This design comes from an exercise in tuning for small area, a short achievable clock period and few clock cycles per item on the open sky130 flow, not from production work. Only simulation tests tie the RTL to the original design; equivalence was not proved.

==> flow/design.v <==
module strumok_core (
    input  wire        clk,
    input  wire        rst,
    input  wire        in_valid,
    output wire        in_ready,
    input  wire [63:0] in_data,
    output reg         out_valid,
    input  wire        out_ready,
    output reg  [63:0] out_data
);
    function [63:0] dif_lo0(input [3:0] x);
        dif_lo0 = (x[3] ? (x[2] ? (x[1] ? (x[0] ? 64'h65667b19e3779f90 : 64'h4f10136845402597) : (x[0] ? 64'h38b9abb6a708ab9e : 64'h2263440508d131a5)) : (x[1] ? (x[0] ? 64'h0c0cdc536a99b7ac : 64'hf5b674a1cc623db3) : (x[0] ? 64'hdf600cf02e2ac3ba : 64'hc909a53e8ff349c1))) : (x[2] ? (x[1] ? (x[0] ? 64'hb2b33d8cf1bbcfc8 : 64'h9c5cd5db538455cf) : (x[0] ? 64'h86066e29b54cdbd6 : 64'h6fb00678171561dd)) : (x[1] ? (x[0] ? 64'h59599ec678dde7e4 : 64'h43033714daa66deb) : (x[0] ? 64'h2caccf633c6ef3f2 : 64'h165667b19e3779f9))));
    endfunction
    function [63:0] dif_lo1(input [3:0] x);
        dif_lo1 = (x[3] ? (x[2] ? (x[1] ? (x[0] ? 64'hbbce2cb81af19890 : 64'ha577c5067cba1e97) : (x[0] ? 64'h8f215d54de82a49e : 64'h78caf5a3404b2aa5)) : (x[1] ? (x[0] ? 64'h62748df1a213b0ac : 64'h4c1e264003dc36b3) : (x[0] ? 64'h35c7be8e65a4bcba : 64'h1f7156dcc76d42c1))) : (x[2] ? (x[1] ? (x[0] ? 64'h091aef2b2935c8c8 : 64'hf2c487798afe4ecf) : (x[0] ? 64'hdc6e1fc7ecc6d4d6 : 64'hc617b8164e8f5add)) : (x[1] ? (x[0] ? 64'hafc15064b057e0e4 : 64'h996ae8b3122066eb) : (x[0] ? 64'h8314810173e8ecf2 : 64'h6cbe194fd5b172f9))));
    endfunction
    function [63:0] dif_lo2(input [3:0] x);
        dif_lo2 = (x[3] ? (x[2] ? (x[1] ? (x[0] ? 64'h1235de56526b9190 : 64'hfbdf76a4b4341797) : (x[0] ? 64'he5890ef315fc9d9e : 64'hcf32a74177c523a5)) : (x[1] ? (x[0] ? 64'hb8dc3f8fd98da9ac : 64'ha285d7de3b562fb3) : (x[0] ? 64'h8c2f702c9d1eb5ba : 64'h75d9087afee73bc1))) : (x[2] ? (x[1] ? (x[0] ? 64'h5f82a0c960afc1c8 : 64'h492c3917c27847cf) : (x[0] ? 64'h32d5d1662440cdd6 : 64'h1c7f69b4860953dd)) : (x[1] ? (x[0] ? 64'h06290202e7d1d9e4 : 64'hefd29a51499a5feb) : (x[0] ? 64'hd97c329fab62e5f2 : 64'hc325caee0d2b6bf9))));
    endfunction
    function [63:0] dif_lo3(input [3:0] x);
        dif_lo3 = (x[3] ? (x[2] ? (x[1] ? (x[0] ? 64'h689d8ff489e58a90 : 64'h52472842ebae1097) : (x[0] ? 64'h3bf0c0914d76969e : 64'h259a58dfaf3f1ca5)) : (x[1] ? (x[0] ? 64'h0f43f12e1107a2ac : 64'hf8ed897c72d028b3) : (x[0] ? 64'he29721cad498aeba : 64'hcc40ba19366134c1))) : (x[2] ? (x[1] ? (x[0] ? 64'hb5ea52679829bac8 : 64'h9f93eab5f9f240cf) : (x[0] ? 64'h893d83045bbac6d6 : 64'h72e71b52bd834cdd)) : (x[1] ? (x[0] ? 64'h5c90b3a11f4bd2e4 : 64'h463a4bef811458eb) : (x[0] ? 64'h2fe3e43de2dcdef2 : 64'h198d7c8c44a564f9))));
    endfunction
    function [63:0] dif_lo4(input [3:0] x);
        dif_lo4 = (x[3] ? (x[2] ? (x[1] ? (x[0] ? 64'hbf054192c15f8390 : 64'ha8aed9e123280997) : (x[0] ? 64'h9258722f84f08f9e : 64'h7c020a7de6b915a5)) : (x[1] ? (x[0] ? 64'h65aba2cc48819bac : 64'h4f553b1aaa4a21b3) : (x[0] ? 64'h38fed3690c12a7ba : 64'h22a86bb76ddb2dc1))) : (x[2] ? (x[1] ? (x[0] ? 64'h0c520405cfa3b3c8 : 64'hf5fb9c54316c39cf) : (x[0] ? 64'hdfa534a29334bfd6 : 64'hc94eccf0f4fd45dd)) : (x[1] ? (x[0] ? 64'hb2f8653f56c5cbe4 : 64'h9ca1fd8db88e51eb) : (x[0] ? 64'h864b95dc1a56d7f2 : 64'h6ff52e2a7c1f5df9))));
    endfunction
    function [63:0] dif_lo5(input [3:0] x);
        dif_lo5 = (x[3] ? (x[2] ? (x[1] ? (x[0] ? 64'h156cf330f8d97c90 : 64'hff168b7f5aa20297) : (x[0] ? 64'he8c023cdbc6a889e : 64'hd269bc1c1e330ea5)) : (x[1] ? (x[0] ? 64'hbc13546a7ffb94ac : 64'ha5bcecb8e1c41ab3) : (x[0] ? 64'h8f668507438ca0ba : 64'h79101d55a55526c1))) : (x[2] ? (x[1] ? (x[0] ? 64'h62b9b5a4071dacc8 : 64'h4c634df268e632cf) : (x[0] ? 64'h360ce640caaeb8d6 : 64'h1fb67e8f2c773edd)) : (x[1] ? (x[0] ? 64'h096016dd8e3fc4e4 : 64'hf309af2bf0084aeb) : (x[0] ? 64'hdcb3477a51d0d0f2 : 64'hc65cdfc8b39956f9))));
    endfunction
    function [63:0] dif_lo6(input [3:0] x);
        dif_lo6 = (x[3] ? (x[2] ? (x[1] ? (x[0] ? 64'h6bd4a4cf30537590 : 64'h557e3d1d921bfb97) : (x[0] ? 64'h3f27d56bf3e4819e : 64'h28d16dba55ad07a5)) : (x[1] ? (x[0] ? 64'h127b0608b7758dac : 64'hfc249e57193e13b3) : (x[0] ? 64'he5ce36a57b0699ba : 64'hcf77cef3dccf1fc1))) : (x[2] ? (x[1] ? (x[0] ? 64'hb92167423e97a5c8 : 64'ha2caff90a0602bcf) : (x[0] ? 64'h8c7497df0228b1d6 : 64'h761e302d63f137dd)) : (x[1] ? (x[0] ? 64'h5fc7c87bc5b9bde4 : 64'h497160ca278243eb) : (x[0] ? 64'h331af918894ac9f2 : 64'h1cc49166eb134ff9))));
    endfunction
    function [63:0] dif_lo7(input [3:0] x);
        dif_lo7 = (x[3] ? (x[2] ? (x[1] ? (x[0] ? 64'hc23c566d67cd6e90 : 64'habe5eebbc995f497) : (x[0] ? 64'h958f870a2b5e7a9e : 64'h7f391f588d2700a5)) : (x[1] ? (x[0] ? 64'h68e2b7a6eeef86ac : 64'h528c4ff550b80cb3) : (x[0] ? 64'h3c35e843b28092ba : 64'h25df8092144918c1))) : (x[2] ? (x[1] ? (x[0] ? 64'h0f8918e076119ec8 : 64'hf932b12ed7da24cf) : (x[0] ? 64'he2dc497d39a2aad6 : 64'hcc85e1cb9b6b30dd)) : (x[1] ? (x[0] ? 64'hb62f7a19fd33b6e4 : 64'h9fd912685efc3ceb) : (x[0] ? 64'h8982aab6c0c4c2f2 : 64'h732c4305228d48f9))));
    endfunction
    function [63:0] dif_hi(input [3:0] x);
        dif_hi = (x[3] ? (x[2] ? (x[1] ? (x[0] ? 64'h4f10136845402597 : 64'h38b9abb6a708ab9e) : (x[0] ? 64'h2263440508d131a5 : 64'h0c0cdc536a99b7ac)) : (x[1] ? (x[0] ? 64'hf5b674a1cc623db3 : 64'hdf600cf02e2ac3ba) : (x[0] ? 64'hc909a53e8ff349c1 : 64'hb2b33d8cf1bbcfc8))) : (x[2] ? (x[1] ? (x[0] ? 64'h9c5cd5db538455cf : 64'h86066e29b54cdbd6) : (x[0] ? 64'h6fb00678171561dd : 64'h59599ec678dde7e4)) : (x[1] ? (x[0] ? 64'h43033714daa66deb : 64'h2caccf633c6ef3f2) : (x[0] ? 64'h165667b19e3779f9 : 64'h0000000000000000))));
    endfunction
    function [63:0] am_t(input [3:0] x);
        am_t = (x[3] ? (x[2] ? (x[1] ? (x[0] ? 64'h454021de755d453b : 64'ha708a824f612c926) : (x[0] ? 64'h08d12e6b76c84d11 : 64'h6a99b4b1f77dd0fc)) : (x[1] ? (x[0] ? 64'hcc623af8783354e7 : 64'h2e2ac13ef8e8d8d2) : (x[0] ? 64'h8ff34785799e5cbd : 64'hf1bbcdcbfa53e0a8))) : (x[2] ? (x[1] ? (x[0] ? 64'h538454127b096493 : 64'hb54cda58fbbee87e) : (x[0] ? 64'h1715609f7c746c69 : 64'h78dde6e5fd29f054)) : (x[1] ? (x[0] ? 64'hdaa66d2c7ddf743f : 64'h3c6ef372fe94f82a) : (x[0] ? 64'h9e3779b97f4a7c15 : 64'h0000000000000000))));
    endfunction
    function [63:0] ami_t(input [3:0] x);
        ami_t = (x[3] ? (x[2] ? (x[1] ? (x[0] ? 64'h687835955579c9a1 : 64'ha5c587582da4de52) : (x[0] ? 64'he312d91b05cff303 : 64'h20602addddfb07b4)) : (x[1] ? (x[0] ? 64'h5dad7ca0b6261c65 : 64'h9aface638e513116) : (x[0] ? 64'hd8482026667c45c7 : 64'h159571e93ea75a78))) : (x[2] ? (x[1] ? (x[0] ? 64'h52e2c3ac16d26f29 : 64'h9030156eeefd83da) : (x[0] ? 64'hcd7d6731c728988b : 64'h0acab8f49f53ad3c)) : (x[1] ? (x[0] ? 64'h48180ab7777ec1ed : 64'h85655c7a4fa9d69e) : (x[0] ? 64'hc2b2ae3d27d4eb4f : 64'h0000000000000000))));
    endfunction
    function [63:0] add64(input [63:0] a, input [63:0] b);
        integer k, d;
        reg [63:0] g, p, h;
        begin
            g = a & b;
            p = a ^ b;
            h = p;
            for (d = 1; d < 64; d = d * 2)
                for (k = 0; k < 64; k = k + 1)
                    if ((k / d) % 2 == 1) begin
                        g[k] = g[k] | (p[k] & g[(k / d) * d - 1]);
                        p[k] = p[k] & p[(k / d) * d - 1];
                    end
            add64 = h ^ {g[62:0], 1'b0};
        end
    endfunction
    function [63:0] diffuse(input [63:0] w);
        diffuse = add64(dif_lo0(w[ 3: 0]), {dif_hi(w[ 7: 4]), 4'd0})
                ^ add64(dif_lo1(w[11: 8]), {dif_hi(w[15:12]), 4'd0})
                ^ add64(dif_lo2(w[19:16]), {dif_hi(w[23:20]), 4'd0})
                ^ add64(dif_lo3(w[27:24]), {dif_hi(w[31:28]), 4'd0})
                ^ add64(dif_lo4(w[35:32]), {dif_hi(w[39:36]), 4'd0})
                ^ add64(dif_lo5(w[43:40]), {dif_hi(w[47:44]), 4'd0})
                ^ add64(dif_lo6(w[51:48]), {dif_hi(w[55:52]), 4'd0})
                ^ add64(dif_lo7(w[59:56]), {dif_hi(w[63:60]), 4'd0});
    endfunction
    function [63:0] mul_alpha(input [63:0] w);
        mul_alpha = {w[55:0], 8'h00} ^ add64(am_t(w[59:56]), {am_t(w[63:60]), 4'd0});
    endfunction
    function [63:0] mul_alpha_inv(input [63:0] w);
        mul_alpha_inv = {8'h00, w[63:8]} ^ add64(ami_t(w[3:0]), {ami_t(w[7:4]), 4'd0});
    endfunction
    localparam [7:0] ST_OK      = 8'h00;
    localparam [7:0] ST_BADKEY  = 8'h01;
    localparam [7:0] ST_BADIV   = 8'h02;
    localparam [7:0] ST_ILLEGAL = 8'h03;
    localparam [7:0] ST_NOINST  = 8'h04;
    localparam [7:0] ST_BADBLK  = 8'h05;
    localparam [3:0] OP_INIT  = 4'h1;
    localparam [3:0] OP_REKEY = 4'h2;
    localparam [3:0] OP_GEN   = 4'h3;
    localparam [3:0] OP_CRYPT = 4'h4;
    localparam [2:0] P_IDLE  = 3'd0;
    localparam [2:0] P_KEY   = 3'd1;
    localparam [2:0] P_LOAD  = 3'd2;
    localparam [2:0] P_SCHED = 3'd3;
    localparam [2:0] P_RUN   = 3'd4;
    reg  [2:0]  ph;
    reg         keyed;
    reg         k512;
    reg         crypt;
    reg  [5:0]  cnt;
    reg  [2:0]  kph;          
    reg  [63:0] ring [0:7];
    reg  [63:0] s   [0:15];
    reg  [63:0] r1, r2;
    reg         hold_v;
    reg  [63:0] hold_d;
    wire [63:0] src   = hold_v ? hold_d : in_data;
    wire        src_v = hold_v | in_valid;
    reg         in_rdy;       
    assign in_ready = in_rdy;
    wire [3:0] op    = src[3:0];
    wire [3:0] rsv   = src[7:4];
    wire [7:0] klen  = src[15:8];
    wire [7:0] ivlen = src[23:16];
    wire [7:0] dlen  = src[31:24];
    reg  [7:0] dec_status;
    always @(*) begin
        dec_status = ST_OK;
        if (rsv != 4'd0)
            dec_status = ST_ILLEGAL;
        else case (op)
            OP_INIT:
                if (dlen != 8'd0)                         dec_status = ST_ILLEGAL;
                else if (klen != 8'd32 && klen != 8'd64)  dec_status = ST_BADKEY;
                else if (ivlen != 8'd32)                  dec_status = ST_BADIV;
            OP_REKEY:
                if (klen != 8'd0 || dlen != 8'd0)         dec_status = ST_ILLEGAL;
                else if (!keyed)                          dec_status = ST_NOINST;
                else if (ivlen != 8'd32)                  dec_status = ST_BADIV;
            OP_GEN:
                if (klen != 8'd0 || ivlen != 8'd0 || dlen != 8'd0) dec_status = ST_ILLEGAL;
                else if (!keyed)                          dec_status = ST_NOINST;
            OP_CRYPT:
                if (klen != 8'd0 || ivlen != 8'd0)        dec_status = ST_ILLEGAL;
                else if (!keyed)                          dec_status = ST_NOINST;
                else if (dlen != 8'd128)                  dec_status = ST_BADBLK;
            default:
                dec_status = ST_ILLEGAL;
        endcase
    end
    reg  [2:0] ksel;
    reg        kcomp;
    reg        kiv;
    always @(*) begin
        ksel = 3'd0; kcomp = 1'b0; kiv = 1'b0;
        if (!k512) case (cnt[3:0])
            4'd0:  begin ksel = 3'd3; kiv = 1'b1; end
            4'd1:  begin ksel = 3'd2; end
            4'd2:  begin ksel = 3'd1; kiv = 1'b1; end
            4'd3:  begin ksel = 3'd0; kiv = 1'b1; end
            4'd4:  begin ksel = 3'd3; end
            4'd5:  begin ksel = 3'd2; kiv = 1'b1; end
            4'd6:  begin ksel = 3'd1; kcomp = 1'b1; end
            4'd7:  begin ksel = 3'd0; kcomp = 1'b1; end
            4'd8:  begin ksel = 3'd3; end
            4'd9:  begin ksel = 3'd2; end
            4'd10: begin ksel = 3'd1; kcomp = 1'b1; end
            4'd11: begin ksel = 3'd0; end
            4'd12: begin ksel = 3'd3; end
            4'd13: begin ksel = 3'd2; kcomp = 1'b1; end
            4'd14: begin ksel = 3'd1; end
            default: begin ksel = 3'd0; kcomp = 1'b1; end
        endcase else case (cnt[3:0])
            4'd0:  begin ksel = 3'd7; kiv = 1'b1; end
            4'd1:  begin ksel = 3'd6; end
            4'd2:  begin ksel = 3'd5; end
            4'd3:  begin ksel = 3'd4; kiv = 1'b1; end
            4'd4:  begin ksel = 3'd3; end
            4'd5:  begin ksel = 3'd2; kiv = 1'b1; end
            4'd6:  begin ksel = 3'd1; end
            4'd7:  begin ksel = 3'd0; kcomp = 1'b1; end
            4'd8:  begin ksel = 3'd4; kiv = 1'b1; end
            4'd9:  begin ksel = 3'd6; kcomp = 1'b1; end
            4'd10: begin ksel = 3'd5; end
            4'd11: begin ksel = 3'd7; kcomp = 1'b1; end
            4'd12: begin ksel = 3'd3; end
            4'd13: begin ksel = 3'd2; end
            4'd14: begin ksel = 3'd1; kcomp = 1'b1; end
            default: begin ksel = 3'd0; end
        endcase
    end
    wire [2:0]  kidx = ksel - kph;
    wire [63:0] ldv = ring[kidx] ^ {64{kcomp}} ^ (kiv ? src : 64'd0);
    wire        fb_on = (ph == P_SCHED) && !cnt[5];
    wire [63:0] fb    = add64(r1, s[15]) ^ r2;
    wire [63:0] nv    = mul_alpha(s[0]) ^ s[13] ^ mul_alpha_inv(s[11]) ^ (fb_on ? fb : 64'd0);
    wire [63:0] r1n   = add64(r2, s[13]);
    wire [63:0] r2n   = diffuse(r1);
    wire [63:0] g     = fb ^ s[0];
    wire out_free = !out_valid || out_ready;
    wire [3:0] nkw = k512 ? 4'd7 : 4'd3;
    wire p_idle  = (ph == P_IDLE);
    wire p_key   = (ph == P_KEY);
    wire p_load  = (ph == P_LOAD);
    wire p_sched = (ph == P_SCHED);
    wire p_run   = (ph == P_RUN);
    wire kwr  = p_key && (kph == cnt[2:0]);
    wire take = src_v && ((p_idle && out_free) || kwr || (p_load && kiv) ||
                          (p_run && crypt && out_free));
    wire adv  = (p_load && (!kiv || src_v)) || p_sched ||
                (p_run && out_free && (!crypt || src_v));
    integer j;
    always @(posedge clk) begin
        if (!hold_v)
            hold_d <= in_data;
        for (j = 0; j < 7; j = j + 1)
            ring[j] <= ring[j+1];
        ring[7] <= (kwr && src_v) ? src : ring[0];
        if (adv) begin
            for (j = 0; j < 15; j = j + 1)
                s[j] <= s[j+1];
            s[15] <= p_load ? ldv : nv;
        end
        if (p_load) begin
            r1 <= 64'd0;
            r2 <= 64'd0;
        end else if (adv) begin
            r1 <= r1n;
            r2 <= r2n;
        end
        if (p_idle && take)
            out_data <= {56'd0, dec_status};
        else if (p_run && adv)
            out_data <= g ^ (crypt ? src : 64'd0);
    end
    always @(posedge clk) begin
        if (rst) begin
            ph        <= P_IDLE;
            keyed     <= 1'b0;
            k512      <= 1'b0;
            crypt     <= 1'b0;
            cnt       <= 6'd0;
            hold_v    <= 1'b0;
            in_rdy    <= 1'b1;
            out_valid <= 1'b0;
            kph       <= 3'd0;
        end else begin
            kph <= kph + 3'd1;
            if (hold_v) begin
                if (take) begin
                    hold_v <= 1'b0;
                    in_rdy <= 1'b1;
                end
            end else if (in_valid && !take) begin
                hold_v <= 1'b1;
                in_rdy <= 1'b0;
            end
            if (out_valid && out_ready)
                out_valid <= 1'b0;
            case (ph)
                P_IDLE: if (take) begin
                    out_valid <= 1'b1;
                    cnt       <= 6'd0;
                    if (dec_status == ST_OK) begin
                        if (op == OP_INIT) begin
                            keyed <= 1'b1;
                            k512  <= (klen == 8'd64);
                            kph   <= 3'd0;
                            ph    <= P_KEY;
                        end else if (op == OP_REKEY) begin
                            ph    <= P_LOAD;
                        end else begin
                            crypt <= (op == OP_CRYPT);
                            ph    <= P_RUN;
                        end
                    end
                end
                P_KEY: if (take) begin
                    cnt <= cnt + 6'd1;
                    if (cnt[3:0] == nkw) begin
                        cnt <= 6'd0;
                        ph  <= P_LOAD;
                    end
                end
                P_LOAD: if (adv) begin
                    cnt <= cnt + 6'd1;
                    if (cnt[3:0] == 4'd15) begin
                        cnt <= 6'd0;
                        ph  <= P_SCHED;
                    end
                end
                P_SCHED: begin
                    cnt <= cnt + 6'd1;
                    if (cnt[5])
                        ph <= P_IDLE;
                end
                P_RUN: if (adv) begin
                    out_valid <= 1'b1;
                    cnt       <= cnt + 6'd1;
                    if (cnt[3:0] == 4'd15)
                        ph <= P_IDLE;
                end
                default:
                    ph <= P_IDLE;
            endcase
        end
    end
endmodule
==> flow/flow/run.sh <==
#!/bin/bash
set -euo pipefail
bash standard.sh SETUP_SLACK_MARGIN=9 finish > standard_flow.log 2>&1
==> flow/standard.sh <==
#!/bin/bash
# synth_recipe.tcl (not shown) runs the flow's synth.tcl, then flattens the netlist and writes it again
# the make line also repeats each setting of config.mk as NAME=value (left out here)
make -C /OpenROAD-flow-scripts/flow DESIGN_CONFIG=/design/flow/config.mk WORK_HOME=/design/flow/orfs CLKGATE_MAP_FILE= SYNTH_SCRIPT=/design/flow/synth_recipe.tcl "${@:-finish}"
==> flow/config.mk <==
export PLATFORM = sky130hd
export DESIGN_NAME = strumok_core
export DESIGN_NICKNAME = strumok_core
export VERILOG_FILES = /design/flow/design.v
export SDC_FILE = /design/flow/constraint.sdc
export NUM_CORES = 4
export LEC_CHECK = 0
export CAP_MARGIN = 20
export CORE_MARGIN = 2
export CORE_UTILIZATION = 35
export SLEW_MARGIN = 20
==> flow/constraint.sdc <==
create_clock -name core_clock -period 15.0 [get_ports {clk}]
set_input_delay 3.0000 -clock core_clock [delete_from_list [all_inputs] [get_ports {clk}]]
set_output_delay 3.0000 -clock core_clock [all_outputs]
set_load 0.01 [all_outputs]
==> qor.yml, run 1 <==
cts_tree: "built"
grt_pass1_wl_mm: 681
synth_cell_type_count: 107
finClkSkew_ns: 0.106
critPathKind: "flop to flop"
grt_usage_pct: 30.8
vias: 89100
dieHeight_um: 566
first_pass_iters: 6
num_rows: 206
synthCells: 10900
cap_violations: 0
multi_input_area_um2: 62900
status: "no timing/DRC/antenna violations"
ys.flop_type: "edfxtp_1"
worst_slew_pin_slew_ns: 1.33
synth_seq_area_share_pct: 42.3
nets: 12000
crit_arrival_ns: 6.70
wl_met2_mm: 205
clkTransAtPathRegs_ns: 0.07
routed_via_density: 5.83
routed_wl_mm: 513
core_area_um2: 315000
final_common_cell: "xnor2_1"
cts.hold.buffers_added: 0
wl_per_cell_um: 33.6
drive_above_1_share_pct: 10.9
fp.dieW_um: 566
route.met3.wl_mm: 60.2
clockBufferDepth: 4
fp.dieArea_um2: 321000
fin_area_um2: 126000
yosys_warnings: 3
syn_nets: 11900
area_growth_pct: 13.6
cp_top_family: "compound AO/OA/AOI/OAI gates"
critPathLaunchType: "flop"
rsz0062_at_grt: "yes"
setup_viol: 0
ff_latch_area_um2: 46800
start_util_pct: 35.2
cts_sinks: 1819
grt_max_degree: 142
crit_required_ns: 15.67
synth_area_per_cell_um2: 10.1
synth-seq-cells: 1819
crit_buf_inv: 5
clock_latency_ns: 0.85
hp-class: "flop to flop"
async_flop_share_pct: 0
slowest_stage: "xnor2_2"
finalHoldViolCount: 0
drc: 0
antenna_left: 0
cts_max_level: 4
period_share_pct: 40.2
fin_crit_ns: 6.03
crit_chain: "buf_8, clkinvlp_4, ha_2, nand2_1, o21ai_0, a21oi_1, ha_1, inv_1, fa_1, inv_1, a211oi_1, o21ai_2, buf_4, nand2_1, o21ai_2, a21o_1, a21oi_1, fa_1, xnor2_2, xnor2_1, xnor2_1, xnor2_2, a211oi_1"
grt_overflow_total: 0
port_buffers: 133
gp_congestion: 1.11
cts-root-buf: "clkbuf_16"
synth_area_um2: 111000
final.fill_count: 30800
critPathMaxStageDelay_ns: 0.57
end_kind: "flop"
fmaxAchievable_ghz: 0.166
grt_pass1_vias: 79300
setup_tns_ns: 0
ioPinCount: 134
hpwl_mm: 422
cts_buffers: 179
slew_viol_final: 0
worst-path-max-fanout: 21
antenna_found_initial: 41
wl_met1_mm: 224
drtIter0Drc: 13900
placed_area_um2: 117000
relSlewSlack_pct: 11.2
synth_edf_count: 1032
highest_layer: "met5"
layout_common_cells: "xnor2_1 (1359), edfxtp_1 (1032), nand2_1 (932)"
-- state kept, by name, summed over array words and instances (netlist names), named ones only --
| name | cells |
|---|---|
| s | 1024 |
| ring | 512 |
| hold_d | 64 |
| out_data | 64 |
| r1 | 64 |
| r2 | 64 |
| cnt | 6 |
| kph | 3 |
| ph | 3 |
| crypt | 1 |
| hold_v | 1 |
| in_rdy | 1 |
| k512 | 1 |
| keyed | 1 |
| out_valid | 1 |
-- cells in the mapped netlist (19+ instances only) --
| cell type | number | share of area (%) |
|---|---|---|
| o21a_1 | 51 | 0.35 |
| and3_1 | 51 | 0.29 |
| a211oi_1 | 138 | 0.94 |
| dfxtp_1 | 787 | 14 |
| mux2i_1 | 112 | 1.0 |
| xnor2_1 | 1440 | 11 |
| xnor3_1 | 19 | 0.39 |
| a31o_2 | 27 | 0.21 |
| or2_2 | 37 | 0.21 |
| nand3_1 | 170 | 0.77 |
| a21oi_1 | 913 | 4.1 |
| nand4_1 | 53 | 0.30 |
| or3_1 | 37 | 0.21 |
| xor2_1 | 288 | 2.3 |
| a22oi_1 | 22 | 0.15 |
| clkbuf_1 | 397 | 1.3 |
| o22ai_1 | 28 | 0.16 |
| nor2_1 | 712 | 2.4 |
| o21bai_1 | 57 | 0.39 |
| ha_1 | 903 | 10 |
| a21o_1 | 441 | 3.0 |
| a31oi_1 | 122 | 0.69 |
| mux4_2 | 78 | 1.6 |
| a221o_1 | 28 | 0.25 |
| a221oi_1 | 29 | 0.23 |
| nor3_1 | 103 | 0.47 |
| edfxtp_1 | 1032 | 28 |
| buf_1 | 89 | 0.30 |
| nand2b_1 | 103 | 0.58 |
| nor2b_1 | 68 | 0.38 |
| o21ai_0 | 724 | 3.3 |
| o211ai_1 | 54 | 0.37 |
| inv_1 | 261 | 0.89 |
| and2_1 | 40 | 0.23 |
| nand2_1 | 936 | 3.2 |
| fa_1 | 55 | 1.0 |
| mux2_2 | 139 | 1.4 |
| a21boi_0 | 22 | 0.15 |
| o31ai_1 | 64 | 0.43 |
-- layer usage --
layer / global-route usage (%) / vias to the layer above
met5: 0 / -
met4: 11.8 / 22
met3: 8.65 / 783
met2: 42.9 / 4959
met1: 44.5 / 44100
li1: - / 39200
-- repair_timing --
action | in CTS | in global routing
endpoints found under the setup margin | 735 | 312
cloned | 5 | 3
gates resized for setup | 243 | 219
setup buffers | 34 | 58
pin swaps | 22 | 50
-- stage by stage --
step | std cells | hold slack [ns] | setup slack [ns] | util, %
floorplan | 10900 | 0.324 | 8.35 | -
global placement | 14900 | 0.327 | 7.61 | 37.1
detailed placement | 14900 | 0.330 | 7.58 | 37.1
CTS | 15200 | 0.301 | 8.92 | 39.5
global route | 15300 | 0.307 | 8.91 | 39.9
finish | 15300 | 0.312 | 8.97 | 39.9
-- worst paths after layout --
path / startpoint / endpoint / slack (ns) / cells after the start
setup / recovery: r1[56]$_SDFFE_PP0P_ / r2[17]$_SDFFE_PP0P_ / 8.97 / 23
setup reg to reg: r1[56]$_SDFFE_PP0P_ / r2[17]$_SDFFE_PP0P_ / 8.97 / 23
hold reg to reg: ring[3][47]$_DFF_P_ / ring[2][47]$_DFF_P_ / 0.31 / 0
hold / removal: ring[3][47]$_DFF_P_ / ring[2][47]$_DFF_P_ / 0.31 / 0
-- cell families after synthesis --
group / share of synthesized area, %
DFF: 42.3
AOI/OAI and AO/OA: 16.2
xor gates and xnor gates: 14.1
muxes: 4.04
buffers and inverters: 2.63
adders and majority gates: 11.2
and+or+nand+nor: 9.56
-- final cells by class --
| type | instances | area share [%] |
|---|---|---|
| Timing Repair Buffer | 396 | 2.97 |
| Multi-Input combinational cell | 8312 | 50.1 |
| Sequential cell | 1819 | 37.2 |
| Timing Repair inverter | 3 | 0.0119 |
| Inverter | 275 | 0.929 |
| Antenna cell | 12 | 0.0239 |
| Tap cell | 4160 | 4.14 |
| Clock inverter | 81 | 0.694 |
| Clock buffer | 232 | 3.94 |
Testbench counts, summed over its fixed seeds: cycles 8,432, blocks 392.
==> run 2: changes to the inputs <==
--- a/flow/design.v
+++ b/flow/design.v
@@ -59,8 +59,10 @@
     endfunction
-    function [63:0] diffuse(input [63:0] w);
-        diffuse = add64(dif_lo0(w[ 3: 0]), {dif_hi(w[ 7: 4]), 4'd0})
+    function [63:0] diffuse_a(input [63:0] w);
+        diffuse_a = add64(dif_lo0(w[ 3: 0]), {dif_hi(w[ 7: 4]), 4'd0})
                 ^ add64(dif_lo1(w[11: 8]), {dif_hi(w[15:12]), 4'd0})
                 ^ add64(dif_lo2(w[19:16]), {dif_hi(w[23:20]), 4'd0})
-                ^ add64(dif_lo3(w[27:24]), {dif_hi(w[31:28]), 4'd0})
-                ^ add64(dif_lo4(w[35:32]), {dif_hi(w[39:36]), 4'd0})
+                ^ add64(dif_lo3(w[27:24]), {dif_hi(w[31:28]), 4'd0});
+    endfunction
+    function [63:0] diffuse_b(input [63:0] w);
+        diffuse_b = add64(dif_lo4(w[35:32]), {dif_hi(w[39:36]), 4'd0})
                 ^ add64(dif_lo5(w[43:40]), {dif_hi(w[47:44]), 4'd0})
@@ -98,3 +100,4 @@
     reg  [63:0] s   [0:15];
-    reg  [63:0] r1, r2;
+    reg  [63:0] r1, r2a, r2b;
+    wire [63:0] r2 = r2a ^ r2b;
     reg         hold_v;
@@ -180,5 +183,5 @@
     wire [63:0] fb    = add64(r1, s[15]) ^ r2;
-    wire [63:0] nv    = mul_alpha(s[0]) ^ s[13] ^ mul_alpha_inv(s[11]) ^ (fb_on ? fb : 64'd0);
+    reg  [63:0] lin;
+    wire [63:0] nv    = lin ^ (fb_on ? fb : 64'd0);
     wire [63:0] r1n   = add64(r2, s[13]);
-    wire [63:0] r2n   = diffuse(r1);
     wire [63:0] g     = fb ^ s[0];
@@ -207,2 +210,3 @@
             s[15] <= p_load ? ldv : nv;
+            lin   <= mul_alpha(s[1]) ^ s[14] ^ mul_alpha_inv(s[12]);
         end
@@ -210,6 +214,8 @@
             r1 <= 64'd0;
-            r2 <= 64'd0;
+            r2a <= 64'd0;
+            r2b <= 64'd0;
         end else if (adv) begin
             r1 <= r1n;
-            r2 <= r2n;
+            r2a <= diffuse_a(r1);
+            r2b <= diffuse_b(r1);
         end
==> flow/flow/run.sh (replaced) <==
#!/bin/bash
set -euo pipefail
bash standard.sh SETUP_SLACK_MARGIN=10 finish > standard_flow.log 2>&1
--- a/flow/config.mk
+++ b/flow/config.mk
@@ -7,5 +7,5 @@
 export LEC_CHECK = 0
-export CAP_MARGIN = 20
+export CAP_MARGIN = 40
 export CORE_MARGIN = 2
 export CORE_UTILIZATION = 35
-export SLEW_MARGIN = 20
+export SLEW_MARGIN = 30
==> run 2 against run 1 <==
Net effect:
- core utilization grew 1.6 points
- first-iteration DRC count shrank 17%
- die area grew 4.2%
- clock skew shrank 0.022 ns
- critical endpoint is now r2a[26]$_SDFFE_PP0P_
- critical path type unchanged
- still clean
==> qor.yml, run 2 <==
critPathLaunchType: "flop"
wl_per_cell_um: 26.9  # -20%
synth_cell_type_count: 95  # -11%
synth_simple_gate_area_share_pct: 10.4  # +0.86 points
fp.dieArea_um2: 334000  # +4.2%
grt_pass1_vias: 82800  # +4.4%
critPathKind: "flop to flop"
clockBufferDepth: 4  # unchanged
cts.hold.buffers_added: 0  # unchanged
ff_latch_area_um2: 50000  # +6.9%
antenna_left: 0  # unchanged
port_buffers: 133  # unchanged
synthCells: 11500  # +5.7%
finClkSkew_ns: 0.0837  # -0.0219 ns
synth-compound-area-share_pct: 16.2  # -0.017 points
grt_pass1_wl_mm: 611  # -10%
slew_viol_final: 0  # unchanged
final.fill_count: 31600  # +2.5%
routed_via_density: 5.58  # -4.3%
synth.top_cells.by_area: "edfxtp_1 (29%), dfxtp_1 (15%), xnor2_1 (10%)"
synth.most_common_cell: "xnor2_1"
final_common_cell: "xnor2_1"
cts_sinks: 1947  # +7.0%
multi_input_area_um2: 66200  # +5.1%
drive_above_1_share_pct: 15.5  # +4.6 points
rsz0062_at_grt: "yes"
synthAdderAreaFrac_pct: 10.8  # -0.43 points
crit_required_ns: 15.75  # +0.08 ns
dieHeight_um: 578  # +2.1%
synth-seq-cells: 1947  # +7.0%
synth_top_area_cell: "edfxtp_1"
synthDominantCellAreaShare_pct: 28.5  # +0.53 points
layout_common_cells: "xnor2_1 (1294), nand2_1 (1182), edfxtp_1 (1096)"
grt_overflow_total: 0  # unchanged
cap_violations: 0  # unchanged
nets: 12900  # +7.6%
cts_max_level: 4  # unchanged
top_register: "s"
vias: 91500  # +2.7%
grt_usage_pct: 25.2  # -5.6 points
gp_congestion: 1.06  # -4.6%
clock_latency_ns: 0.90  # +0.05 ns
start_util_pct: 35.2  # +0.043 points
hpwl_mm: 339  # -20%
yosys_warnings: 3  # unchanged
synth_seq_area_share_pct: 43.3  # +1.1 points
relSlewSlack_pct: 35.0  # +24 points
hold_ws_ns: 0.326  # +0.0138 ns
core_area_um2: 328000  # +4.1%
fp.dieW_um: 578  # +2.1%
routed_wl_mm: 440  # -14%
synthMuxAreaShare_pct: 3.12  # -0.92 points
synth_area_um2: 115000  # +4.2%
status: "no timing/DRC/antenna violations"
ioPinCount: 134  # unchanged
worst-path-max-fanout: 10  # -52%
num_rows: 210  # +1.9%
setup_tns_ns: 0  # unchanged
end_kind: "flop"
async_flop_share_pct: 0  # unchanged
drc: 0  # unchanged
first_pass_iters: 8  # +2
top_regs: "s: 1024 flops, ring: 512 flops"
syn_nets: 12600  # +5.2%
area_growth_pct: 18.1
hp-class: "flop to flop"
synth_edf_count: 1096  # +6.2%
antenna_found_initial: 18  # -56%
worst_slew_pin_slew_ns: 0.968  # -0.359 ns
clkTransAtPathRegs_ns: 0.07  # about the same
ys.flop_type: "edfxtp_1"
fin_crit_ns: 5.04  # -0.996 ns
crit_arrival_ns: 5.79  # -0.91 ns
synth_top_family_by_area: "compound AO/OA/AOI/OAI gates"
drtIter0Drc: 11600  # -17%
synth_area_per_cell_um2: 10.0  # -1.4%
cts_tree: "built"
yosys-top-cells-count: "xnor2_1 (1376), nand2_1 (1201), edfxtp_1 (1096)"
period_share_pct: 33.6  # -6.6 points
fmaxAchievable_ghz: 0.199  # +20%
largest_reg_flops: 1024  # unchanged
cts-root-buf: "clkbuf_16"
finalHoldViolCount: 0  # unchanged
grt_max_degree: 131  # -7.7%
setup_viol: 0  # unchanged
synth_xor_area_share_pct: 13.6  # -0.55 points
cts_buffers: 193  # +7.8%
run 2: changes by cell type after synthesis, sizes merged, moves of 20 or more:
cell    previous run  this run
xnor2           1440      1378
xor2             289       376
nand3            170       197
clkbuf           397       436
mux4              78        48
o21ai            738       812
a31oi            122       142
a21o             441       378
o22ai             28        48
edfxtp          1032      1096
a21oi            918       961
nand2            936      1201
mux2i            113        91
dfxtp            787       851
run 2: area by class of cell:
type	count	share of cell area [%]
multi-input cells	8776	48.6
flip-flops and latches	1947	36.7
repair buffers	715	5.24
well taps	4346	3.99
clock buffers	243	3.79
inverters	258	0.905
clock inverters	103	0.723
repair inverters	5	0.0266
diodes	5	0.00919
run 2: path summary, 6_finish.rpt:
kind                             from                   end  slack, ns  cells after the start
setup / recovery   r1[0]$_SDFFE_PP0P_  r2a[26]$_SDFFE_PP0P_       9.96                     20
hold / removal    ring[7][23]$_DFF_P_   ring[6][23]$_DFF_P_       0.33                      0
setup reg to reg   r1[0]$_SDFFE_PP0P_  r2a[26]$_SDFFE_PP0P_       9.96                     20
hold reg to reg   ring[7][23]$_DFF_P_   ring[6][23]$_DFF_P_       0.33                      0
run 2: layer usage:
| layer | wire [µm] | track usage, % | vias to the layer above |
|---|---|---|---|
| met4 | 22900 | 11.3 | 10 |
| met2 | 192000 | 38.8 | 4255 |
| met5 | 81 | 0 | - |
| met3 | 34600 | 3.15 | 781 |
| li1 | - | - | 42000 |
| met1 | 190000 | 35.3 | 44400 |
run 2: cells by family after synthesis:
logic type / Yosys count
adder cells (fa/ha/maj): 960
AO/OA/AOI/OAI: 3045
flip-flops: 1947
multiplexers: 280
AND/OR/NAND/NOR: 2723
buffers and inverters: 802
XOR/XNOR: 1766
run 2: through the flow:
step / area (µm²) / std cells / util (%) / worst slack (ns)
global placement: 121000 / 15600 / 37.0 / 6.34
CTS: 132000 / 16200 / 40.4 / 9.83
floorplan: 115000 / 11500 / - / 8.26
global route: 136000 / 16400 / 41.6 / 9.84
detailed placement: 122000 / 15600 / 37.2 / 7.09
finish: 136000 / 16400 / 41.6 / 9.96
run 2: critical path, stage by stage, from the launching register on:
cell	delay, ns
dfxtp_1	0.39
buf_12	0.15
clkinvlp_4	0.13
ha_4	0.32
o21ai_1	0.18
a21o_1	0.10
o21ai_0	0.08
ha_1	0.22
fa_1	0.43
a21oi_1	0.20
nand4_1	0.21
nand3_2	0.16
nand3_2	0.14
a21o_4	0.27
a21o_1	0.28
a21o_1	0.23
xnor2_1	0.20
xnor2_1	0.12
xnor2_1	0.50
xnor2_1	0.29
a211oi_1	0.28
run 2: timing repair:
item	4_1_cts	5_1_grt
gates resized for setup	631	515
buffers inserted	184	186
hold endpoints to repair	0	0
gates cloned	15	5
endpoints found under the setup margin	1181	176
pin swaps	102	182
Testbench counts of run 2, summed over its fixed seeds: cycles 8,432, blocks 392.
==> run 3: changes to the inputs <==
--- a/flow/config.mk
+++ b/flow/config.mk
@@ -9,3 +9,3 @@
 export CORE_MARGIN = 2
-export CORE_UTILIZATION = 35
+export CORE_UTILIZATION = 50
 export SLEW_MARGIN = 30
==> run 3 against run 2 <==
Net effect:
- final cell count decreased by 7.9%
- synthesized cell count did not move
- still clean
- highest routed layer unchanged
- critical path type unchanged
- critical path depth up 1
- clock-buffer cell count decreased by 17
- flip-flop and latch count unchanged
==> qor.yml, run 3 <==
status: "no timing/DRC/antenna violations"
synth_top_family_by_area: "compound AO/OA/AOI/OAI gates"
synth_cell_type_count: 95  # unchanged
cts.hold.buffers_added: 0  # unchanged
finalHoldViolCount: 0  # unchanged
crit_start: "r1[40]$_SDFFE_PP0P_"
fmaxAchievable_ghz: 0.194  # -2.2%
synth.top_cells.by_area: "edfxtp_1 (29%), dfxtp_1 (15%), xnor2_1 (10%)"
top_register: "s"
area_growth_pct: 18.2  # about the same
final_common_cell: "xnor2_1"
synth-compound-area-share_pct: 16.2  # unchanged
synth_simple_gate_area_share_pct: 10.4  # unchanged
setup_tns_ns: 0  # unchanged
crit_arrival_ns: 5.82  # +0.03 ns
hp-class: "flop to flop"
slowest_stage: "o211ai_1"
synth_edf_count: 1096  # unchanged
final.fill_count: 19000  # -40%
grt_overflow_total: 0  # unchanged
slew_viol_final: 0  # unchanged
crit_required_ns: 15.67  # -0.08 ns
synth.most_common_cell: "xnor2_1"
ys.flop_type: "edfxtp_1"
nets: 13000  # +0.21%
largest_reg_flops: 1024  # unchanged
first_pass_iters: 7  # -1
vias: 94100  # +2.8%
cts_buffers: 182  # -5.7%
crit_buf_inv: 3  # +1
setup_viol: 0  # unchanged
hold_ws_ns: 0.320  # -0.00590 ns
hpwl_mm: 352  # +3.9%
synthMuxAreaShare_pct: 3.12  # unchanged
clkTransAtPathRegs_ns: 0.07  # about the same
cts_tree: "built"
period_share_pct: 34.3  # +0.77 points
ioPinCount: 134  # unchanged
drc: 0  # unchanged
worst_slew_pin_slew_ns: 1.05  # +0.0825 ns
critPathKind: "flop to flop"
cap_violations: 0  # unchanged
relSlewSlack_pct: 29.5  # -5.5 points
synth_area_per_cell_um2: 10.0  # unchanged
worst-path-max-fanout: 5  # -5
synth_xor_area_share_pct: 13.6  # unchanged
clockBufferDepth: 3  # -1
critPathLaunchType: "flop"
drtIter0Drc: 11200  # -2.7%
start_util_pct: 50.2  # +15 points
core_area_um2: 230000  # -30%
grt_max_degree: 165  # +26%
synth_seq_area_share_pct: 43.3  # unchanged
routed_wl_mm: 459  # +4.2%
fp.dieW_um: 484  # -16%
synthCells: 11500  # unchanged
fin_crit_ns: 5.15  # +0.115 ns
top_regs: "s: 1024 flops, ring: 512 flops"
antenna_left: 0  # unchanged
synthAdderAreaFrac_pct: 10.8  # unchanged
cts-root-buf: "clkbuf_16"
gp_congestion: 1.07  # +1.1%
dieHeight_um: 484  # -16%
synth-seq-cells: 1947  # unchanged
port_buffers: 133  # unchanged
async_flop_share_pct: 0  # unchanged
grt_usage_pct: 37.6  # +12 points
grt_pass1_wl_mm: 640  # +4.8%
synthDominantCellAreaShare_pct: 28.5  # unchanged
yosys-top-cells-count: "xnor2_1 (1376), nand2_1 (1201), edfxtp_1 (1096)"
finClkSkew_ns: 0.0843  # +0.000685 ns
min_from: "ring[2][16]$_DFF_P_"
r2r_start: "r1[40]$_SDFFE_PP0P_"
syn_nets: 12600  # unchanged
crit_chain: "clkinvlp_4, ha_4, o211ai_1, o21ai_1, ha_2, fa_2, a21oi_2, nand2_2, a41o_4, a31o_4, a31oi_4, o31ai_4, buf_6, a221oi_4, buf_4, o21ai_2, a21o_4, a21oi_2, xnor2_2, xnor2_2, a21oi_1"
cts_max_level: 4  # unchanged
synth_top_area_cell: "edfxtp_1"
layout_common_cells: "xnor2_1 (1265), nand2_1 (1178), edfxtp_1 (1096)"
cp_top_family: "compound AO/OA/AOI/OAI gates"
critPathMaxStageDelay_ns: 0.48  # -0.02 ns
cts_sinks: 1947  # unchanged
grt_pass1_vias: 87800  # +6.1%
end_kind: "flop"
yosys_warnings: 3  # unchanged
num_rows: 176  # -16%
antenna_found_initial: 15  # -3
wl_per_cell_um: 30.4  # +13%
synth_area_um2: 115000  # unchanged
drive_above_1_share_pct: 17.0  # +1.4 points
clock_latency_ns: 0.85  # -0.05 ns
rsz0062_at_grt: "yes"
fp.dieArea_um2: 234000  # -30%
routed_via_density: 6.23  # +12%
-- run 3: cell counts after synthesis --
No cell type changed its count.
-- run 3: routing by layer --
layer  GRT usage, %  up-vias  share of wire, %
met3           5.87      892               8.8
met4           18.0       12               6.0
li1               -    42000                 -
met1           50.8    46200                41
met5              0        -             0.017
met2           58.9     4935                45
-- run 3: worst paths after layout --
check	slack [ns]	cells after the start	end
setup / recovery	9.85	21	r2b[52]$_SDFFE_PP0P_
hold / removal	0.32	0	ring[1][16]$_DFF_P_
setup reg to reg	9.85	21	r2b[52]$_SDFFE_PP0P_
hold reg to reg	0.32	0	ring[1][16]$_DFF_P_
-- run 3: cells by family after synthesis --
logic type / after synthesis
XOR/XNOR: 1766
buffers and inverters: 802
AND/OR/NAND/NOR: 2723
AO/OA/AOI/OAI: 3045
adder cells (fa/ha/maj): 960
flip-flops: 1947
multiplexers: 280
-- run 3: cell type report --
| cell class | instances | area, µm² | share of cell area [%] |
|---|---|---|---|
| tap | 3026 | 3790 | 2.78 |
| timing repair inverter | 4 | 31.3 | 0.0229 |
| timing repair buffer | 755 | 7610 | 5.58 |
| antenna | 3 | 7.51 | 0.00551 |
| clock buffer | 226 | 4900 | 3.60 |
| clock inverter | 112 | 1420 | 1.04 |
| sequential | 1947 | 50000 | 36.7 |
| inverter | 258 | 1220 | 0.897 |
| multi-input combinational | 8775 | 67300 | 49.4 |
-- run 3: what timing repair did --
item                                    in CTS  in global routing
endpoints found under the setup margin    1196                260
buffers inserted                           241                177
pin swaps                                  138                208
cloned                                      23                  5
resized for setup                          808                561
-- run 3: stage by stage --
step | cells | area (µm²) | utilization (%) | setup slack, ns
CTS | 14900 | 132000 | 57.6 | 9.95
detailed placement | 14300 | 120000 | 52.3 | 6.58
global placement | 14300 | 120000 | 52.1 | 6.06
global route | 15100 | 136000 | 59.3 | 9.77
floorplan | 11500 | 115000 | - | 8.26
finish | 15100 | 136000 | 59.3 | 9.85
-- run 3: worst reg2reg max path, cell delays in order (launching register included) --
cell        delay, ns
dfxtp_4          0.37
clkinvlp_4       0.21
ha_4             0.32
o211ai_1         0.48
o21ai_1          0.16
ha_2             0.23
fa_2             0.41
a21oi_2          0.14
nand2_2          0.12
a41o_4           0.28
a31o_4           0.27
a31oi_4          0.25
o31ai_4          0.09
buf_6            0.15
a221oi_4         0.33
buf_4            0.17
o21ai_2          0.08
a21o_4           0.25
a21oi_2          0.21
xnor2_2          0.11
xnor2_2          0.26
a21oi_1          0.10
==> run 4: changes to the inputs <==
==> flow/flow/run.sh (replaced) <==
#!/bin/bash
set -euo pipefail
bash standard.sh SETUP_SLACK_MARGIN=11 finish > standard_flow.log 2>&1
--- a/flow/config.mk
+++ b/flow/config.mk
@@ -9,3 +9,3 @@
 export CORE_MARGIN = 2
-export CORE_UTILIZATION = 50
+export CORE_UTILIZATION = 35
 export SLEW_MARGIN = 30
==> run 4 against run 3 <==
Net effect:
- first-iteration DRC count is 5.8% higher
- critical path depth stayed put
- still clean
- clock-buffer cell count is 17 higher
- hold slack better by 0.0052 ns
- register-to-register slack better by 0.13 ns
- critical endpoint is now r2b[62]$_SDFFE_PP0P_
- fmax is 2.7% higher
==> qor.yml, run 4 <==
relSlewSlack_pct: 36.8  # +7.4 points
fin_util_pct: 47.1  # -12 points
synthDominantCellAreaShare_pct: 28.5  # unchanged
fp.dieW_um: 578  # +19%
routed_via_density: 5.69  # -8.7%
cts_buffers: 193  # +6.0%
min_path_cells: 0  # unchanged
synth_top_area_cell: "edfxtp_1"
antenna_found_initial: 15  # unchanged
finClkSkew_ns: 0.0846  # +0.000258 ns
r2r_start: "r1[36]$_SDFFE_PP0P_"
area_growth_pct: 33.8
cts_max_level: 4  # unchanged
synth_cell_type_count: 95  # unchanged
hpwl_mm: 339  # -3.8%
yosys_warnings: 3  # unchanged
end_kind: "flop"
ioPinCount: 134  # unchanged
hp-class: "flop to flop"
wl_per_cell_um: 28.1  # -7.6%
min_from: "ring[4][46]$_DFF_P_"
grt_pass1_vias: 88800  # +1.1%
grt_usage_pct: 26.9  # -11 points
grt_pass1_wl_mm: 651  # +1.8%
top_regs: "s: 1024 flops, ring: 512 flops"
crit_required_ns: 15.78  # +0.11 ns
synth-seq-cells: 1947  # unchanged
synth_seq_area_share_pct: 43.3  # unchanged
top_register: "s"
status: "no timing/DRC/antenna violations"
clock_latency_ns: 0.89  # +0.04 ns
first_pass_iters: 8  # +1
slew_viol_final: 0  # unchanged
antenna_left: 0  # unchanged
syn_nets: 12600  # unchanged
cts-root-buf: "clkbuf_16"
start_util_pct: 35.2  # -15 points
vias: 97400  # +3.5%
placed_area_um2: 122000  # +1.5%
worst_slew_pin_slew_ns: 0.941  # -0.110 ns
rsz0062_at_grt: "yes"
final.fill_count: 29500  # +55%
yosys-top-cells-count: "xnor2_1 (1376), nand2_1 (1201), edfxtp_1 (1096)"
hold_ws_ns: 0.325  # +0.00518 ns
largest_reg_flops: 1024  # unchanged
setup_viol: 0  # unchanged
multi_input_area_um2: 74500  # +11%
synth_edf_count: 1096  # unchanged
core_area_um2: 328000  # +43%
routed_wl_mm: 480  # +4.7%
fin_crit_ns: 5.02  # -0.135 ns
drive_above_1_share_pct: 29.1  # +12 points
port_buffers: 133  # unchanged
grt_overflow_total: 0  # unchanged
period_share_pct: 33.4  # -0.90 points
cts_tree: "built"
finalHoldViolCount: 0  # unchanged
synth.most_common_cell: "xnor2_1"
fmaxAchievable_ghz: 0.199  # +2.7%
synth_area_per_cell_um2: 10.0  # unchanged
drc: 0  # unchanged
fp.dieArea_um2: 334000  # +42%
gp_congestion: 1.06  # -1.1%
setup_tns_ns: 0  # unchanged
r2r_cells: 21  # unchanged
crit_arrival_ns: 5.80  # -0.02 ns
num_rows: 210  # +19%
clockBufferDepth: 4  # +1
synthCells: 11500  # unchanged
fin_area_um2: 154000  # +13%
clkTransAtPathRegs_ns: 0.06  # about the same
critPathKind: "flop to flop"
layout_common_cells: "nand2_1 (1132), edfxtp_1 (1096), xnor2_1 (1000)"
dieHeight_um: 578  # +19%
nets: 13600  # +5.4%
final_common_cell: "nand2_1"
ys.flop_type: "edfxtp_1"
worst-path-max-fanout: 15  # +10
drtIter0Drc: 11900  # +5.8%
synth_area_um2: 115000  # unchanged
cts_sinks: 1947  # unchanged
critPathLaunchType: "flop"
async_flop_share_pct: 0  # unchanged
grt_max_degree: 88  # -47%
rrSetupSlack_ns: 9.98  # +0.13 ns
r2r-end: "r2b[62]$_SDFFE_PP0P_"
ff_latch_area_um2: 50200  # +0.28%
synth.top_cells.by_area: "edfxtp_1 (29%), dfxtp_1 (15%), xnor2_1 (10%)"
cap_violations: 0  # unchanged
holdPathEnd: "ring[3][46]$_DFF_P_"
run 4: critical path, cell delays in order, from the launching register on:
cell,delay [ns]
dfxtp_2,0.36
buf_12,0.17
clkinvlp_4,0.18
ha_4,0.24
nand2_1,0.09
o21ai_0,0.15
a21boi_4,0.25
ha_4,0.23
o21a_1,0.17
o2111a_1,0.26
a221oi_4,0.34
a2111oi_4,0.12
or3_4,0.36
a311o_4,0.43
a31o_4,0.27
a31oi_4,0.23
buf_6,0.15
o31ai_4,0.12
a21oi_2,0.20
xnor2_1,0.14
xnor3_1,0.27
a21oi_1,0.15
run 4: layer usage:
metal,global-route usage (%),part of all wire (%),vias to the layer above
li1,-,-,43500
met1,36.8,41,47600
met2,41.5,44,5168
met3,3.44,8.8,1106
met4,14.0,6.8,6
met5,0,0.0092,-
run 4: worst max path at each step:
| stage | endpoint | startpoint | slack (ns) |
|---|---|---|---|
| after detailed placement | r2a[63]$_SDFFE_PP0P_ | in_valid | 7.09 |
| after global placement | s[1][12]$_DFFE_PP_ | in_valid | 6.34 |
| after global routing | r2b[62]$_SDFFE_PP0P_ | r1[32]$_SDFFE_PP0P_ | 9.86 |
| after floorplan | lin[0]$_DFFE_PP_ | out_ready | 8.26 |
| final | r2b[62]$_SDFFE_PP0P_ | r1[36]$_SDFFE_PP0P_ | 9.98 |
| after CTS | r2b[63]$_SDFFE_PP0P_ | r1[32]$_SDFFE_PP0P_ | 9.98 |
run 4: final cells by class:
type | count | share of cell area, %
multi-input cells | 8778 | 48.3
flip-flops and latches | 1947 | 32.5
repair buffers | 1430 | 10.8
well taps | 4346 | 3.52
clock buffers | 243 | 3.35
inverters | 258 | 0.818
clock inverters | 103 | 0.638
repair inverters | 8 | 0.0446
diodes | 9 | 0.0146
run 4: timing repair:
item | CTS | global route
pin swaps | 660 | 689
gates resized for setup | 2475 | 1035
setup buffers | 684 | 286
hold buffers | 0 | 0
cloned | 86 | 58
endpoints found under the setup margin | 1609 | 921
run 4: cell families after synthesis:
group                      count (synthesis)  synth area share (%)
muxes                                    280                  3.12
adders and majority gates                960                  10.8
DFF                                     1947                  43.3
buffers and inverters                    802                  2.64
and+or+nand+nor                         2723                  10.4
AOI/OAI and AO/OA                       3045                  16.2
xor gates and xnor gates                1766                  13.6
run 4: per-stage QoR:
stage / cells / setup slack [ns]
final: 17100 / 9.98
after global placement: 15600 / 6.34
after CTS: 16800 / 9.98
after floorplan: 11500 / 8.26
after global routing: 17100 / 9.86
after detailed placement: 15600 / 7.09
==> run 5: changes to the inputs <==
==> flow/flow/run.sh (replaced) <==
#!/bin/bash
set -euo pipefail
bash standard.sh SETUP_SLACK_MARGIN=10 finish > standard_flow.log 2>&1
--- a/flow/config.mk
+++ b/flow/config.mk
@@ -7,5 +7,5 @@
 export LEC_CHECK = 0
-export CAP_MARGIN = 40
+export CAP_MARGIN = 30
 export CORE_MARGIN = 2
-export CORE_UTILIZATION = 35
-export SLEW_MARGIN = 30
+export CORE_UTILIZATION = 40
+export SLEW_MARGIN = 25
==> run 5 against run 4 <==
Net effect:
- sequential share of layout area increased by 4.0 points
- flip-flop and latch count is the same
- critical path type unchanged
==> qor.yml, run 5 <==
placed_area_um2: 121000  # -0.89%
min_from: "ring[3][43]$_DFF_P_"
antenna_left: 0  # unchanged
setup_tns_ns: 0  # unchanged
ys.flop_type: "edfxtp_1"
crit_required_ns: 15.67  # -0.11 ns
holdPathEnd: "ring[2][43]$_DFF_P_"
relSlewSlack_pct: 28.6  # -8.2 points
synth_seq_area_share_pct: 43.3  # unchanged
r2r_cells: 20  # -4.8%
wl_met1_mm: 206  # +5.1%
fin_crit_ns: 5.07  # +0.0492 ns
largest_reg_flops: 1024  # unchanged
r2r-end: "r2b[53]$_SDFFE_PP0P_"
dieHeight_um: 541  # -6.4%
cap_violations: 0  # unchanged
setup_viol: 0  # unchanged
synthAdderAreaFrac_pct: 10.8  # unchanged
cts_tree: "built"
wl_per_cell_um: 30.3  # +7.9%
highest_layer: "met5"
hp-class: "flop to flop"
synth_top_area_cell: "edfxtp_1"
layout_common_cells: "xnor2_1 (1243), nand2_1 (1184), edfxtp_1 (1096)"
clockBufferDepth: 4  # unchanged
nets: 12900  # -5.1%
critPathKind: "flop to flop"
yosys-top-cells-count: "xnor2_1 (1376), nand2_1 (1201), edfxtp_1 (1096)"
start_util_pct: 40.1  # +4.9 points
first_pass_iters: 7  # -1
top_regs: "s: 1024 flops, ring: 512 flops"
drtIter0Drc: 10300  # -13%
synth-compound-area-share_pct: 16.2  # unchanged
cts_sinks: 1947  # unchanged
end_kind: "flop"
cts_max_level: 4  # unchanged
clkTransAtPathRegs_ns: 0.07  # about the same
antenna_found_initial: 23  # +8
synth_area_um2: 115000  # unchanged
fp.dieArea_um2: 293000  # -12%
hpwl_mm: 372  # +9.7%
r2r_start: "r1[41]$_SDFFE_PP0P_"
synth.most_common_cell: "xnor2_1"
synthDominantCellAreaShare_pct: 28.5  # unchanged
synth_xor_area_share_pct: 13.6  # unchanged
synth_top_family_by_area: "compound AO/OA/AOI/OAI gates"
synth_cell_type_count: 95  # unchanged
vias: 93200  # -4.3%
slew_viol_final: 0  # unchanged
synth_area_per_cell_um2: 10.0  # unchanged
crit_path_frequent_cell: "xnor2_1"
routed_via_density: 5.88  # +3.3%
rrSetupSlack_ns: 9.93  # -0.05 ns
grt_pass1_vias: 86200  # -2.9%
route.met3.wl_mm: 35.2  # -17%
final.fill_count: 26500  # -10%
worst-path-max-fanout: 6  # -9
grt_max_degree: 195  # +120%
gp_congestion: 1.03  # -2.4%
cts.hold.buffers_added: 0  # unchanged
grt_overflow_total: 0  # unchanged
async_flop_share_pct: 0  # unchanged
synth.top_cells.by_area: "edfxtp_1 (29%), dfxtp_1 (15%), xnor2_1 (10%)"
port_buffers: 133  # unchanged
synth_simple_gate_area_share_pct: 10.4  # unchanged
cp_top_family: "compound AO/OA/AOI/OAI gates"
critPathLaunchType: "flop"
fin_util_pct: 47.6  # +0.53 points
synth-seq-cells: 1947  # unchanged
grt_usage_pct: 31.3  # +4.4 points
routed_wl_mm: 480  # about the same
worst_slew_pin_slew_ns: 1.06  # +0.123 ns
finClkSkew_ns: 0.0694  # -0.0152 ns
slowest_stage: "o211ai_1"
status: "no timing/DRC/antenna violations"
syn_nets: 12600  # unchanged
yosys_warnings: 3  # unchanged
critPathMaxStageDelay_ns: 0.51  # +0.08 ns
synthCells: 11500  # unchanged
fin_area_um2: 137000  # -11%
crit_arrival_ns: 5.74  # -0.06 ns
fmaxAchievable_ghz: 0.197  # -0.97%
period_share_pct: 33.8  # +0.33 points
area_growth_pct: 18.7
drive_above_1_share_pct: 16.9  # -12 points
wl_met2_mm: 213  # +1.8%
synthMuxAreaShare_pct: 3.12  # unchanged
min_path_cells: 0  # unchanged
cts-root-buf: "clkbuf_16"
rsz0062_at_grt: "yes"
clock_latency_ns: 0.86  # -0.03 ns
synth_edf_count: 1096  # unchanged
cts_buffers: 193  # unchanged
grt_pass1_wl_mm: 656  # +0.73%
top_register: "s"
drc: 0  # unchanged
num_rows: 197  # -6.2%
crit_buf_inv: 3  # unchanged
final_common_cell: "xnor2_1"
ioPinCount: 134  # unchanged
core_area_um2: 287000  # -12%
crit_chain: "buf_12, clkinvlp_4, ha_4, o211ai_1, o21ai_1, ha_2, fa_2, a21oi_2, nand2_2, a41o_4, a31o_4, a31oi_4, o31ai_1, buf_4, a221oi_4, o31ai_4, xnor2_1, xnor2_1, xnor2_2, a21oi_1"
fp.dieW_um: 541  # -6.4%
finalHoldViolCount: 0  # unchanged
==> run 5: cell counts after synthesis <==
Identical to the previous run, type by type.
==> run 5: worst reg2reg max path, cell delays in order (launching register included) <==
cell	delay, ns
dfxtp_4	0.36
buf_12	0.15
clkinvlp_4	0.14
ha_4	0.28
o211ai_1	0.51
o21ai_1	0.19
ha_2	0.22
fa_2	0.36
a21oi_2	0.16
nand2_2	0.09
a41o_4	0.27
a31o_4	0.28
a31oi_4	0.18
o31ai_1	0.10
buf_4	0.18
a221oi_4	0.41
o31ai_4	0.11
xnor2_1	0.21
xnor2_1	0.13
xnor2_2	0.45
a21oi_1	0.13
==> run 5: worst max-delay path by stage <==
| stage | startpoint | cells after the start | to |
|---|---|---|---|
| after floorplan | out_ready | 6 | lin[0]$_DFFE_PP_ |
| after global placement | in_valid | 11 | r2b[60]$_SDFFE_PP0P_ |
| after detailed placement | in_valid | 11 | r2a[57]$_SDFFE_PP0P_ |
| after CTS | r1[19]$_SDFFE_PP0P_ | 19 | r2a[63]$_SDFFE_PP0P_ |
| after global routing | r1[41]$_SDFFE_PP0P_ | 20 | r2b[53]$_SDFFE_PP0P_ |
| final | r1[41]$_SDFFE_PP0P_ | 20 | r2b[53]$_SDFFE_PP0P_ |
==> run 5: final cells by class <==
cell class	instances	area, µm²	area share (%)
Multi-Input combinational cell	8776	67300	49.2
Sequential cell	1947	50000	36.6
Timing Repair Buffer	732	7170	5.24
Clock buffer	248	5380	3.93
Tap cell	3781	4730	3.46
Inverter	258	1230	0.900
Clock inverter	97	906	0.662
Timing Repair inverter	8	53.8	0.0393
Antenna cell	8	20.0	0.0146
==> run 5: cells by family (layout without fill, tap and decap cells) <==
group | Yosys count | count (layout)
AO/OA/AOI/OAI | 3045 | 3047
XOR/XNOR | 1766 | 1766
multiplexers | 280 | 280
flip-flops | 1947 | 1947
adder cells (fa/ha/maj) | 960 | 960
AND/OR/NAND/NOR | 2723 | 2723
buffers and inverters | 802 | 1343
other | 0 | 8
==> run 5: timing repair <==
item	CTS	global route
buffers inserted	244	175
pin swaps	153	215
resized for setup	882	508
gates cloned	14	10
setup endpoints to repair	1199	563
==> run 5: routing by layer <==
metal,GRT usage [%],vias to the layer above
met5,0,-
met4,14.2,6
met3,3.46,773
met2,48.9,4309
met1,43.5,46100
li1,-,42000
==> run 5: stage by stage <==
step / hold WS (ns) / worst slack (ns) / instances
floorplan: 0.323 / 8.26 / 11500
global placement: 0.327 / 7.23 / 15000
detailed placement: 0.332 / 7.21 / 15100
CTS: 0.316 / 9.89 / 15700
global route: 0.325 / 9.81 / 15800
finish: 0.326 / 9.93 / 15900

-- port drivers added, routing unchanged --
The results above use ideal ports. As a check the final layouts listed here were re-extracted and re-timed, cells and wires unchanged.
Step 1 assumes that a clkbuf_16 drives the clock port and a buf_2 every other input.
Step 2 adds t to the input delays and takes it off the output delays; t is the mean of the earliest and latest rising clock arrival at the registers after step 1. Input paths then give back, and output paths get back, about the clock's delay inside the block.
Slacks: ideal ports / drivers / drivers and shift; pairs: ideal ports / drivers.
run	t, ns	setup slack, ns	worst setup path at the end	latest minus earliest clock arrival (ns)
run 1	0.929	8.968 / 8.968 / 8.247	input to register	0.112 / 0.113
run 2	0.942	9.964 / 9.964 / 9.184	input to register	0.086 / 0.086
run 3	0.889	9.849 / 9.849 / 9.097	input to register	0.085 / 0.085
run 4	0.943	9.984 / 9.984 / 9.446	input to register	0.086 / 0.087
run 5	0.935	9.935 / 9.935 / 9.089	input to register	0.075 / 0.076
After both steps setup and hold are still met in every run listed. For run 5, which loses most, drivers alone change the setup slack by 0.000 ns; drivers and shift together by -0.846 ns.
